Context: an optimization exercise on an open-source flow, tuned for small area. The choices shown serve that exercise and are no tape-out recipe.
In this exercise RTL edits were held to simulation tests only and were not proved equivalent to the original.
Power and IR drop assume default switching activity.

==> branch cedar <==
==> flow/design.v (excerpt) <==
module fanctl (
    input  wire        clk,
    input  wire        rst,           
    input  wire        bus_wr,
    input  wire [2:0]  bus_addr,
    input  wire [31:0] bus_wdata,
    output reg  [31:0] bus_rdata,
    input  wire [7:0]  ticks,
    output wire        act_req,
    output wire [2:0]  act_op,
    output wire [5:0]  act_pin,
    output wire        act_val,
    input  wire        act_ack,
    input  wire        act_ok,
    input  wire [31:0] act_rdata,
    output reg         tr_set_valid,
    output wire [5:0]  tr_set_pin,
    output wire        tr_set_val,
    output reg         tr_dec_valid,
    output wire [3:0]  tr_dec_op,
    output wire [31:0] tr_dec_t,
    output reg  [3:0]  tr_dec_outcome,
    output wire [6:0]  tr_dec_perc,
    output wire        tr_dec_sleep
);
export LEC_CHECK = 0
export ABC_AREA = 1
export CAP_MARGIN = 20
export CORE_MARGIN = 2
export CORE_UTILIZATION = 50
export CTS_BUF_LIST = sky130_fd_sc_hd__clkbuf_8
export PLACE_DENSITY = 0.6
export SLEW_MARGIN = 20
create_clock -name core_clock -period 50.0 [get_ports {clk}]
standard.sh (not shown) runs the stock make flow with config.mk's settings and CLKGATE_MAP_FILE= SYNTH_SCRIPT=/design/flow/synth_recipe.tcl, a recipe that flattens the netlist after the stock synthesis.
==> flow/flow/run.sh <==
#!/bin/bash
# Own layout flow: the standard flow (standard.sh) with two changes:
#  - ABC maps the synthesised logic with an area-oriented script (flow/abc_area.script)
#    in place of ORFS's abc_area.script; everything else in synthesis is unchanged;
#  - the port buffers that placement inserts are the smallest buffer (buf_1), and
#    synthesis adds no buffers of its own between registers and ports (placement buffers
#    every port anyway);
#  - clock tree synthesis builds fewer, larger leaf clusters and adds no dummy loads.
# Each tool's output is kept in the ORFS logs under orfs/logs; standard.sh's own output
# goes to standard.log in this folder.
set -euo pipefail
W=$(pwd)
rm -rf "$W/scripts_own"
cp -r "$FLOW_HOME/scripts" "$W/scripts_own"
cp "$W/flow/abc_area.script" "$W/scripts_own/abc_area.script"
export SCRIPTS_DIR="$W/scripts_own"
export BUFFER_PORTS_ARGS="-buffer_cell sky130_fd_sc_hd__buf_1"
export SYNTH_INSBUF=0
# clock tree: clkbuf_8 clusters of up to 30 registers, no dummy balancing loads
export CTS_ARGS="-sink_clustering_enable -repair_clock_nets -dont_use_dummy_load -buf_list sky130_fd_sc_hd__clkbuf_8 -sink_clustering_size 30 -sink_clustering_max_diameter 150"
bash "$W/standard.sh" > "$W/standard.log" 2>&1
==> flow/flow/abc_area.script <==
strash
&get -n
&st
&dch
&nf -R 1000
&put
strash
&get -n
&st
&dch
&nf -R 1000
&put
strash
&get -n
&st
&dch
&nf -R 1000
&put
topo
==> branch tundra (differences from branch cedar) <==
--- a/flow/design.v
+++ b/flow/design.v
@@ -37,18 +37,16 @@
     output wire [6:0]  tr_dec_perc,
     output wire        tr_dec_sleep
 );
     localparam [2:0] ST_IDLE = 3'd0, ST_BUSY = 3'd1, ST_DONE = 3'd2,
                      ST_STOPPED = 3'd3, ST_FAULT = 3'd4;
     localparam [3:0] OP_FIXED = 4'h1, OP_HYST = 4'h2, OP_THERMO = 4'h3,
                      OP_RPIN = 4'h4, OP_RTEMP = 4'h5, OP_PULSE = 4'h6,
                      OP_STOP = 4'h7;
-    localparam [3:0] F_NONE = 4'd0, F_SENSOR = 4'd1, F_OPEN = 4'd2,
-                     F_CFG = 4'd3, F_IO = 4'd4, F_USAGE = 4'd5;
     localparam [3:0] O_SKIP = 4'd0, O_NONE = 4'd1, O_ON = 4'd2, O_OFF = 4'd3,
                      O_SLEEP = 4'd4, O_WAKE = 4'd5, O_INC = 4'd6,
                      O_DEC = 4'd7, O_HOLD = 4'd8;
     localparam [3:0] S_OPEN  = 4'b0000,
                      S_CFG   = 4'b0001,
                      S_SETH  = 4'b0010,    
                      S_GET   = 4'b0011,
                      S_CLOSE = 4'b0100,
@@ -59,35 +57,35 @@
                      S_WAITH = 4'b1000,
                      S_WAITL = 4'b1001,
                      S_WAITS = 4'b1100,    
                      S_IDLE  = 4'b1111;
     localparam [2:0] E_IDLE = 3'd0, E_SENSOR = 3'd1, E_OPEN = 3'd2, E_CFG = 3'd3,
                      E_IO = 3'd4, E_USAGE = 3'd5, E_DONE = 3'd6, E_STOPPED = 3'd7;
     localparam [31:0] INVALID = 32'hFFFFFC19;    
     reg [31:0] cmdlat;            
-    reg        cv;                
     reg [2:0]  ctrl;              
     reg [31:0] temp;
     reg        tv;                
     reg [14:0] usec_c;            
     reg [2:0]  ecode;
+    reg [3:0]  seq;
+    wire       busy  = (seq != S_IDLE);
     wire       e_ds  = ecode[2] & ecode[1];
     wire [2:0] state = busy ? ST_BUSY : (ecode == 3'd0) ? ST_IDLE :
                        e_ds ? {2'b01, ecode[0]} : ST_FAULT;
-    wire [3:0] fcode = {1'b0, ecode & {3{!e_ds}}};
+    wire [3:0] fcode = {1'b0, ecode & {3{!e_ds && !busy}}};
+    wire [1:0] l_verb  = ecode[1:0];
+    wire       l_sfilt = ecode[2];
+    wire       cv    = busy || (ecode != 3'd0);
     reg        held, sbound, line, lvalid, sleep, rej;
     reg [6:0]  perc;
-    reg [3:0]  seq;
-    reg [1:0]  l_verb;
-    reg        l_sfilt;
     reg        stopreq;
     reg [14:0] wr;
     reg [5:0]  wc;
-    wire        busy   = (seq != S_IDLE);
     wire [3:0]  l_op   = cmdlat[3:0];
     wire [5:0]  l_pin  = cmdlat[9:4];
     wire [5:0]  f_fld  = cmdlat[15:10];
     wire [15:0] l_arg  = cmdlat[31:16];
     wire        setv   = wr[0];
     wire op_fixed  = (l_op[2:0] == 3'd1);
     wire op_hyst   = (l_op[2:0] == 3'd2);
     wire op_thermo = (l_op[2:0] == 3'd3);
@@ -281,18 +279,23 @@
     wire wfin = tk && !stop_now && wdone;        
     wire wstep = tk && !stop_now && !wdone;      
     wire a0   = (l_arg[6:0] == 7'd0);
     wire a100 = (l_arg[6:0] == 7'd100);
     wire p0   = (perc == 7'd0);
     wire pe_s = okk && s_setl && op_pulse && a100;
     wire pe   = (wfin && s_waitl) || pe_s;
     wire get_set = op_hyst ? ((wr[1] && !g) || (wr[2] && g)) : (g == sleep);
-    wire       evp100 = (ev_perc == 7'd100);
-    wire       evp0   = (ev_perc == 7'd0);
+    wire       p99    = (perc == 7'd99);
+    wire       p100   = (perc == 7'd100);
+    wire       p1     = (perc == 7'd1);
+    wire       ev_inc = (ev_out == O_INC);
+    wire       ev_dec = (ev_out == O_DEC);
+    wire       evp100 = (ev_inc && p99) || (p100 && !ev_dec);
+    wire       evp0   = (ev_dec && p1) || (p0 && !ev_inc);
     wire [3:0] th_next = (ev_sleep || evp100) ? S_GET : evp0 ? S_SETL : S_SETH;
     reg [3:0] g_lbl;
     always @(*) begin
         case (seq)
             S_OPEN:  g_lbl = op_rpin ? S_GET : S_CFG;
             S_CFG:   g_lbl = op_fixed ? ((a0 || a100) ? S_SETV : S_SETH) :
                              op_pulse ? (a0 ? S_SETL : S_SETH) :
                              op_hyst  ? S_BIND :       
@@ -354,30 +357,24 @@
     wire [3:0] dec_out = s_tread ? ev_out : s_get ? O_NONE : {3'b001, !setv};
     wire pend_we = t_do && t_h;
     wire st_we   = t_do && !t_h;
     wire clr = rst || acc;
     always @(posedge clk) begin
         if (rst)          ctrl <= 3'b100;
         else if (ctrl_wr) ctrl <= bus_wdata[2:0];
         if (acc) cmdlat <= bus_wdata;
-        if (rst)      cv <= 1'b0;
-        else if (acc) cv <= 1'b1;
-        if (acc) begin
-            l_verb  <= ctrl[1:0];
-            l_sfilt <= ctrl[2];
-        end
         if (temp_ld) temp <= act_rdata;
         if (clr)          tv <= 1'b0;
         else if (temp_ld) tv <= 1'b1;
         if (clr || u_zero) usec_c <= 15'd0;
         else if (u_sec)    usec_c <= 15'd10000;
         else if (u_pulse)  usec_c <= usec_pulse;
         if (rst)            ecode <= E_IDLE;
-        else if (acc)       ecode <= w_valid ? E_IDLE : E_USAGE;
+        else if (acc)       ecode <= w_valid ? ctrl : E_USAGE;
         else if (st_we)     ecode <= t_e;
         else if (close_ack) ecode <= wr[2:0];
         if (rst)           seq <= S_IDLE;
         else if (acc)      seq <= !w_valid ? S_IDLE : (w_op == OP_RTEMP) ? S_BIND : S_OPEN;
         else               seq <= n_seq;
         if (clr || close_ack) held <= 1'b0;
         else if (held_set)    held <= 1'b1;
         if (clr)             sbound <= 1'b0;
==> flow/flow/run.sh (replaced) <==
#!/bin/bash
# Own layout flow: the standard flow (standard.sh) with these changes:
#  - synthesis skips the quick ABC pass inside Yosys's synth command (-noabc), so the
#    ripple-carry adders of the RTL reach extract_fa intact and map to full-adder cells
#    without extra inverters;
#  - the final ABC maps the synthesised logic with an area-oriented script
#    (flow/abc_area.script: a time-bounded &deepsyn, then three rounds of choice
#    computation and area mapping) in place of ORFS's abc_area.script; everything
#    else in synthesis is unchanged;
#  - the port buffers that placement inserts are the smallest buffer (buf_1), and
#    synthesis adds no buffers of its own between registers and ports (placement buffers
#    every port anyway);
#  - clock tree synthesis builds fewer, larger leaf clusters and adds no dummy loads.
# Each tool's output is kept in the ORFS logs under orfs/logs; standard.sh's own output
# goes to standard.log in this folder.
set -euo pipefail
W=$(pwd)
rm -rf "$W/scripts_own"
cp -r "$FLOW_HOME/scripts" "$W/scripts_own"
cp "$W/flow/abc_area.script" "$W/scripts_own/abc_area.script"
export SCRIPTS_DIR="$W/scripts_own"
export BUFFER_PORTS_ARGS="-buffer_cell sky130_fd_sc_hd__buf_1"
export SYNTH_INSBUF=0
export SYNTH_ARGS="-noabc"
# clock tree: clkbuf_8 clusters of up to 30 registers, no dummy balancing loads
export CTS_ARGS="-sink_clustering_enable -repair_clock_nets -dont_use_dummy_load -buf_list sky130_fd_sc_hd__clkbuf_8 -sink_clustering_size 30 -sink_clustering_max_diameter 150"
bash "$W/standard.sh" > "$W/standard.log" 2>&1
==> flow/flow/abc_area.script (replaced) <==
strash
&get -n
&deepsyn -T 60
&nf -R 1000
&put
strash
&get -n
&st
&dch
&nf -R 1000
&put
strash
&get -n
&st
&dch
&nf -R 1000
&put
topo
==> branch indigo (differences from branch cedar) <==
--- a/flow/design.v
+++ b/flow/design.v
@@ -59,31 +59,31 @@
                      S_WAITH = 4'b1000,
                      S_WAITL = 4'b1001,
                      S_WAITS = 4'b1100,    
                      S_IDLE  = 4'b1111;
     localparam [2:0] E_IDLE = 3'd0, E_SENSOR = 3'd1, E_OPEN = 3'd2, E_CFG = 3'd3,
                      E_IO = 3'd4, E_USAGE = 3'd5, E_DONE = 3'd6, E_STOPPED = 3'd7;
     localparam [31:0] INVALID = 32'hFFFFFC19;    
     reg [31:0] cmdlat;            
-    reg        cv;                
     reg [2:0]  ctrl;              
     reg [31:0] temp;
     reg        tv;                
     reg [14:0] usec_c;            
     reg [2:0]  ecode;
     wire       e_ds  = ecode[2] & ecode[1];
     wire [2:0] state = busy ? ST_BUSY : (ecode == 3'd0) ? ST_IDLE :
                        e_ds ? {2'b01, ecode[0]} : ST_FAULT;
-    wire [3:0] fcode = {1'b0, ecode & {3{!e_ds}}};
+    wire [3:0] fcode = {1'b0, ecode & {3{!e_ds && !busy}}};
+    wire [1:0] l_verb  = ecode[1:0];
+    wire       l_sfilt = ecode[2];
+    wire       cv    = busy || (ecode != 3'd0);
     reg        held, sbound, line, lvalid, sleep, rej;
     reg [6:0]  perc;
     reg [3:0]  seq;
-    reg [1:0]  l_verb;
-    reg        l_sfilt;
     reg        stopreq;
     reg [14:0] wr;
     reg [5:0]  wc;
     wire        busy   = (seq != S_IDLE);
     wire [3:0]  l_op   = cmdlat[3:0];
     wire [5:0]  l_pin  = cmdlat[9:4];
     wire [5:0]  f_fld  = cmdlat[15:10];
     wire [15:0] l_arg  = cmdlat[31:16];
@@ -354,30 +354,24 @@
     wire [3:0] dec_out = s_tread ? ev_out : s_get ? O_NONE : {3'b001, !setv};
     wire pend_we = t_do && t_h;
     wire st_we   = t_do && !t_h;
     wire clr = rst || acc;
     always @(posedge clk) begin
         if (rst)          ctrl <= 3'b100;
         else if (ctrl_wr) ctrl <= bus_wdata[2:0];
         if (acc) cmdlat <= bus_wdata;
-        if (rst)      cv <= 1'b0;
-        else if (acc) cv <= 1'b1;
-        if (acc) begin
-            l_verb  <= ctrl[1:0];
-            l_sfilt <= ctrl[2];
-        end
         if (temp_ld) temp <= act_rdata;
         if (clr)          tv <= 1'b0;
         else if (temp_ld) tv <= 1'b1;
         if (clr || u_zero) usec_c <= 15'd0;
         else if (u_sec)    usec_c <= 15'd10000;
         else if (u_pulse)  usec_c <= usec_pulse;
         if (rst)            ecode <= E_IDLE;
-        else if (acc)       ecode <= w_valid ? E_IDLE : E_USAGE;
+        else if (acc)       ecode <= w_valid ? ctrl : E_USAGE;
         else if (st_we)     ecode <= t_e;
         else if (close_ack) ecode <= wr[2:0];
         if (rst)           seq <= S_IDLE;
         else if (acc)      seq <= !w_valid ? S_IDLE : (w_op == OP_RTEMP) ? S_BIND : S_OPEN;
         else               seq <= n_seq;
         if (clr || close_ack) held <= 1'b0;
         else if (held_set)    held <= 1'b1;
         if (clr)             sbound <= 1'b0;
==> flow/flow/run.sh (replaced) <==
#!/bin/bash
# Own layout flow: the standard flow (standard.sh) with these changes:
#  - synthesis skips the quick ABC pass inside Yosys's synth command (-noabc), so the
#    ripple-carry adders of the RTL reach extract_fa intact and map to full-adder cells
#    without extra inverters;
#  - the final ABC maps the synthesised logic with an area-oriented script
#    (flow/abc_area.script: a time-bounded &deepsyn, then three rounds of choice
#    computation and area mapping) in place of ORFS's abc_area.script; everything
#    else in synthesis is unchanged;
#  - the port buffers that placement inserts are the smallest buffer (buf_1), and
#    synthesis adds no buffers of its own between registers and ports (placement buffers
#    every port anyway);
#  - clock tree synthesis builds fewer, larger leaf clusters and adds no dummy loads.
# Each tool's output is kept in the ORFS logs under orfs/logs; standard.sh's own output
# goes to standard.log in this folder.
set -euo pipefail
W=$(pwd)
rm -rf "$W/scripts_own"
cp -r "$FLOW_HOME/scripts" "$W/scripts_own"
cp "$W/flow/abc_area.script" "$W/scripts_own/abc_area.script"
export SCRIPTS_DIR="$W/scripts_own"
export BUFFER_PORTS_ARGS="-buffer_cell sky130_fd_sc_hd__buf_1"
export SYNTH_INSBUF=0
export SYNTH_ARGS="-noabc"
# clock tree: clkbuf_8 clusters of up to 30 registers, no dummy balancing loads
export CTS_ARGS="-sink_clustering_enable -repair_clock_nets -dont_use_dummy_load -buf_list sky130_fd_sc_hd__clkbuf_8 -sink_clustering_size 30 -sink_clustering_max_diameter 150"
bash "$W/standard.sh" > "$W/standard.log" 2>&1
==> flow/flow/abc_area.script (replaced) <==
strash
&get -n
&deepsyn -T 60
&nf -R 1000
&put
strash
&get -n
&st
&dch
&nf -R 1000
&put
strash
&get -n
&st
&dch
&nf -R 1000
&put
topo
==> flow/config.mk (replaced) <==
export PLATFORM = sky130hd
export DESIGN_NAME = fanctl
export DESIGN_NICKNAME = fanctl
export VERILOG_FILES = /design/flow/design.v
export SDC_FILE = /design/flow/constraint.sdc
export NUM_CORES = 4
export LEC_CHECK = 0
export ABC_AREA = 1
export CAP_MARGIN = 20
export CORE_MARGIN = 2
export CORE_UTILIZATION = 65
export CTS_BUF_LIST = sky130_fd_sc_hd__clkbuf_8
export PLACE_DENSITY = 0.75
export SLEW_MARGIN = 20
==> qor summary <==
| quantity | branch indigo | branch tundra | branch cedar |
|---|---|---|---|
| Result of the run | timing/DRC/antenna clean | timing/DRC/antenna clean | timing/DRC/antenna clean |
| P_seq | 0.000129 W | 0.000144 W | 0.000130 W |
| Terminating pin of the worst hold path | ctrl[2] | lvalid | l_verb[0] |
| Worst rel slew slack | 22.9% | 32.4% | 21.0% |
| Relative area change from synthesis to final layout | 12.6% | 13.2% | 12.7% |
| Slew @ Worst Pin | 1150 ps | 1010 ps | 1170 ps |
| Final GP Congestion | 1.03 | 0.994 | 0.967 |
| Worst path required time | 50100 ps | 50210 ps | 50310 ps |
| Filler Cells Inserted | 1195 | 1905 | 2035 |
| Initial Util | 65.7% | 50.9% | 50.5% |
| Arrival time of data at the critical path endpoint | 25240 ps | 23510 ps | 23160 ps |
| Sequential cell count of the final layout | 131 | 131 | 135 |
| Part of the power in registers | 47.5% | 42.7% | 48.8% |
| Setup slack on the worst flop-to-flop path | 33510 ps | 35350 ps | 34970 ps |
| Power in combinational cells | 0.0000735 W | 0.000124 W | 0.0000645 W |
| Final cycle utilization of the critical path | 50.3% | 46.6% | 45.7% |
| Combinational power share | 27.1% | 36.7% | 24.3% |
| Routed vias | 9662 | 9354 | 10200 |
| Repair and plain buffers | 190 | 192 | 194 |
| DIE WIDTH | 130 um | 147 um | 152 um |
| Switching share of power | 34.2% | 39.6% | 33.3% |
| Multi-input logic cell count | 815 | 804 | 882 |
| Post-Place Cell Area | 11400 um2 | 11400 um2 | 12100 um2 |
| Number of cell instances on the worst register-to-register path | 44 | 35 | 45 |
| Number of placement rows | 46 | 52 | 54 |
| Internal power consumption | 0.000178 W | 0.000204 W | 0.000177 W |
| Proportion of layout cells with a drive suffix above 1 | 2.78% | 2.65% | 2.61% |

==> static timing again, ports no longer ideal <==
How much do the figures lean on ideal ports? The routed layouts below were timed once more, with nothing changed but the port constraints.
Step 1: set_driving_cell puts a clkbuf_16 on clk and a buf_2 on each other input, an assumption about the parent block.
Step 2 moves the port delays by t, midway between the first and last clock arrival at a register: inputs arrive t later, outputs are due t later. That takes back most of the time a late clock gives input paths.
a / b / c = no drivers / after step 1 / after step 2; a / b = the first two.
run | t (ns) | setup WS [ns] | hold slack, ns | worst register clock-pin slew, ns | pins driven straight from the clock port
branch cedar | 0.494 | 27.151 / 27.177 / 26.682 | 0.463 / 0.463 / 0.463 | 0.09 / 0.09 | 1
branch tundra | 0.489 | 26.702 / 26.724 / 26.235 | 0.493 / 0.493 / 0.493 | 0.09 / 0.09 | 1
branch indigo | 0.493 | 24.869 / 24.886 / 24.392 | 0.482 / 0.482 / 0.482 | 0.08 / 0.08 | 1
After both steps every run listed still meets setup and hold. The setup slack of branch indigo, which loses most, moves by +0.017 ns with the drivers and by -0.477 ns with both steps.
